Source: an optimization exercise on an open RTL-to-GDS flow (aim: small area, a short achievable clock period and few clock cycles per item). Production flows keep margins and buffers that such runs may drop. RTL that was checked went through simulation tests only; none was proved equivalent to the original. Power is estimated from default activity; no workload was simulated.

rev 12:
## gr_codec
module gr_codec (
    input  wire        clk,
    input  wire        rst,
    input  wire        enc_in_valid,
    output wire        enc_in_ready,
    input  wire        enc_in_eos,
    input  wire [7:0]  enc_in_rank,
    output wire        enc_out_valid,
    input  wire        enc_out_ready,
    output wire [31:0] enc_out_word,
    output wire        enc_out_last,
    input  wire        dec_in_valid,
    output wire        dec_in_ready,
    input  wire [31:0] dec_in_word,
    output wire        dec_out_valid,
    input  wire        dec_out_ready,
    output wire [7:0]  dec_out_rank,
    output wire        dec_out_eos
);
For scale: ~2,600 cells after synthesis.
make LEC_CHECK=0 ABC_AREA=1 CAP_MARGIN=20 CORE_MARGIN=2 CORE_UTILIZATION=40 CTS_BUF_LIST=sky130_fd_sc_hd__clkbuf_8 CTS_CLUSTER_SIZE=24 PLACE_DENSITY=0.6 SETUP_SLACK_MARGIN=5 SLEW_MARGIN=20 finish   # period 10.0 ns
run.sh (not shown) runs the stock make flow with config.mk's settings and CLKGATE_MAP_FILE= SYNTH_SCRIPT=/design/flow/synth_recipe.tcl, a recipe that flattens the netlist after the stock synthesis.
Here is what was changed in the inputs of rev 13 compared with rev 12.
-- flow/design.v --
<<< rev 12, line 170
    output reg         out_eos
);
    localparam W = 12;
    reg  [31:0] w0, w1;       
    reg         v0, v1;       
>>> rev 13, line 170
    output reg         out_eos
);
    localparam W = 16;
    reg  [31:0] w0, w1;       
    reg         v0, v1;       
<<< rev 12, line 195
    wire [4:0]  po    = p[4:0];
    wire [63:0] ring  = {w1, w0};
    wire [W+30:0] l5;
    wire [W+14:0] l4;
    wire [W+6:0] l3;
    wire [W+2:0] l2;
    wire [W:0]  l1;
    wire [W-1:0] raw, win;
    genvar gi;
    generate
        for (gi = 0; gi < W + 31; gi = gi + 1) begin : g_l5
            assign l5[gi] = p[5] ? ring[(gi + 32) % 64] : ring[gi];
        end
        for (gi = 0; gi < W + 15; gi = gi + 1) begin : g_l4
            assign l4[gi] = p[4] ? l5[gi + 16] : l5[gi];
        end
        for (gi = 0; gi < W + 7; gi = gi + 1) begin : g_l3
            assign l3[gi] = p[3] ? l4[gi + 8] : l4[gi];
        end
        for (gi = 0; gi < W + 3; gi = gi + 1) begin : g_l2
            assign l2[gi] = p[2] ? l3[gi + 4] : l3[gi];
        end
        for (gi = 0; gi < W + 1; gi = gi + 1) begin : g_l1
            assign l1[gi] = p[1] ? l2[gi + 2] : l2[gi];
        end
>>> rev 13, line 195
    wire [4:0]  po    = p[4:0];
    wire [63:0] ring  = {w1, w0};
    wire [46:0] l5;
    wire [30:0] l4;
    wire [22:0] l3;
    wire [18:0] l2;
    wire [16:0] l1;
    wire [W-1:0] raw, win;
    genvar gi;
    generate
        for (gi = 0; gi < 47; gi = gi + 1) begin : g_l5
            assign l5[gi] = p[5] ? ring[(gi + 32) % 64] : ring[gi];
        end
        for (gi = 0; gi < 31; gi = gi + 1) begin : g_l4
            assign l4[gi] = p[4] ? l5[gi + 16] : l5[gi];
        end
        for (gi = 0; gi < 23; gi = gi + 1) begin : g_l3
            assign l3[gi] = p[3] ? l4[gi + 8] : l4[gi];
        end
        for (gi = 0; gi < 19; gi = gi + 1) begin : g_l2
            assign l2[gi] = p[2] ? l3[gi + 4] : l3[gi];
        end
        for (gi = 0; gi < 17; gi = gi + 1) begin : g_l1
            assign l1[gi] = p[1] ? l2[gi + 2] : l2[gi];
        end
<<< rev 12, line 228
    always @(*) begin
        for (fi = 0; fi < W; fi = fi + 1)
            first[fi] = win[fi] && ((win & ((12'd1 << fi) - 12'd1)) == 12'd0);
        for (fb = 0; fb < 4; fb = fb + 1) begin
            tz[fb] = 1'b0;
>>> rev 13, line 228
    always @(*) begin
        for (fi = 0; fi < W; fi = fi + 1)
            first[fi] = win[fi] && ((win & ((16'd1 << fi) - 16'd1)) == 16'd0);
        for (fb = 0; fb < 4; fb = fb + 1) begin
            tz[fb] = 1'b0;
<<< rev 12, line 246
        end
    wire [6:0]  lim_s = 7'd31 - {2'd0, po} - {4'd0, k};    
    wire [3:0]  lim_w = 4'd11 - {1'b0, k};
    wire [9:0]  thr   = (10'd256 >> k) - {1'b0, qacc};       
    reg  [W-1:0] m_s, m_fit, m_lo;
>>> rev 13, line 246
        end
    wire [6:0]  lim_s = 7'd31 - {2'd0, po} - {4'd0, k};    
    wire [3:0]  lim_w = 4'd15 - {1'b0, k};
    wire [9:0]  thr   = (10'd256 >> k) - {1'b0, qacc};       
    reg  [W-1:0] m_s, m_fit, m_lo;
<<< rev 12, line 259
    wire        in_s  = (win & m_s) != {W{1'b0}};
    wire        d_eos = (win & m_lo) == {W{1'b0}};
    wire        lo0   = (win[3:0] == 4'd0);
    wire [5:0]  p_k   = p + {3'd0, k} + 6'd1;
    reg  [5:0]  p_fit;
>>> rev 13, line 259
    wire        in_s  = (win & m_s) != {W{1'b0}};
    wire        d_eos = (win & m_lo) == {W{1'b0}};
    wire        lo0   = (win[7:0] == 8'd0);
    wire [5:0]  p_k   = p + {3'd0, k} + 6'd1;
    reg  [5:0]  p_fit;
<<< rev 12, line 272
        end
    end
    wire [5:0]  p_8   = p + 6'd4;
    wire        lowp  = (po <= 5'd20);
    wire        zfull = lowp ? !((po >= 5'd4) && (cur ? h1 : h0)) : nv;
    wire [5:0]  p_z   = zfull ? p + 6'd12 : {!cur, 5'd0};
    wire [5:0]  z     = zfull ? 6'd12 : 6'd32 - {1'b0, po};
    wire [9:0]  q_8   = {1'b0, qacc} + 10'd4;
    wire [9:0]  q_z   = {1'b0, qacc} + {4'd0, z};
    wire        go    = cv && !retune;
>>> rev 13, line 272
        end
    end
    wire [5:0]  p_8   = p + 6'd8;
    wire        lowp  = (po <= 5'd16);
    wire        zfull = lowp ? !(cur ? h1 : h0) : nv;
    wire [5:0]  p_z   = zfull ? p + 6'd16 : {!cur, 5'd0};
    wire [5:0]  z     = zfull ? 6'd16 : 6'd32 - {1'b0, po};
    wire [9:0]  q_8   = {1'b0, qacc} + 10'd8;
    wire [9:0]  q_z   = {1'b0, qacc} + {4'd0, z};
    wire        go    = cv && !retune;
==> notes.md <==
Rev 12 → rev 13: total routing usage reported by global routing up 0.62 points, sequential share of cell area down 0.43 points, synthesized cell count up 50, adder-cell area share of the yosys netlist flat, portion of total power attributed to the clock network down 3.7 points. Re post-synthesis compound-gate area fraction: rev 12 was lower than rev 13. Rev 13 has total clock buffers created by CTS below what rev 12 had. Rev 13 reached the end of the flow, and the finished layout is clean on the timing, DRC and antenna checks.
Testbench counts of rev 13, summed over its fixed seeds: cycles 66,370, items 62,376.
Only the layout flow was run in rev 12; the RTL was not checked for function there.

[what the ideal ports hide]
The results above use ideal ports. As a check the final layouts listed here were re-extracted and re-timed, cells and wires unchanged.
Step 1, drivers: a clkbuf_16 drives clk and a buf_2 each remaining input, both assumed.
Step 2 adds t to the input delays and takes it off the output delays; t is the mean of the earliest and latest rising clock arrival at the registers after step 1. Input paths then give back, and output paths get back, about the clock's delay inside the block.
a / b / c = no drivers / after step 1 / after step 2; a / b = the first two.
run | shift t [ns] | setup WS [ns] | worst setup path after step 2 | worst slew at a driven data input, ns
rev 12 | 0.661 | 4.910 / 4.890 / 4.759 | input to register | 0.04
rev 13 | 0.660 | 5.119 / 5.066 / 4.629 | input to register | 0.06
After both steps every run listed still meets setup and hold. The setup slack of rev 13, which loses most, moves by -0.053 ns with the drivers and by -0.490 ns with both steps.
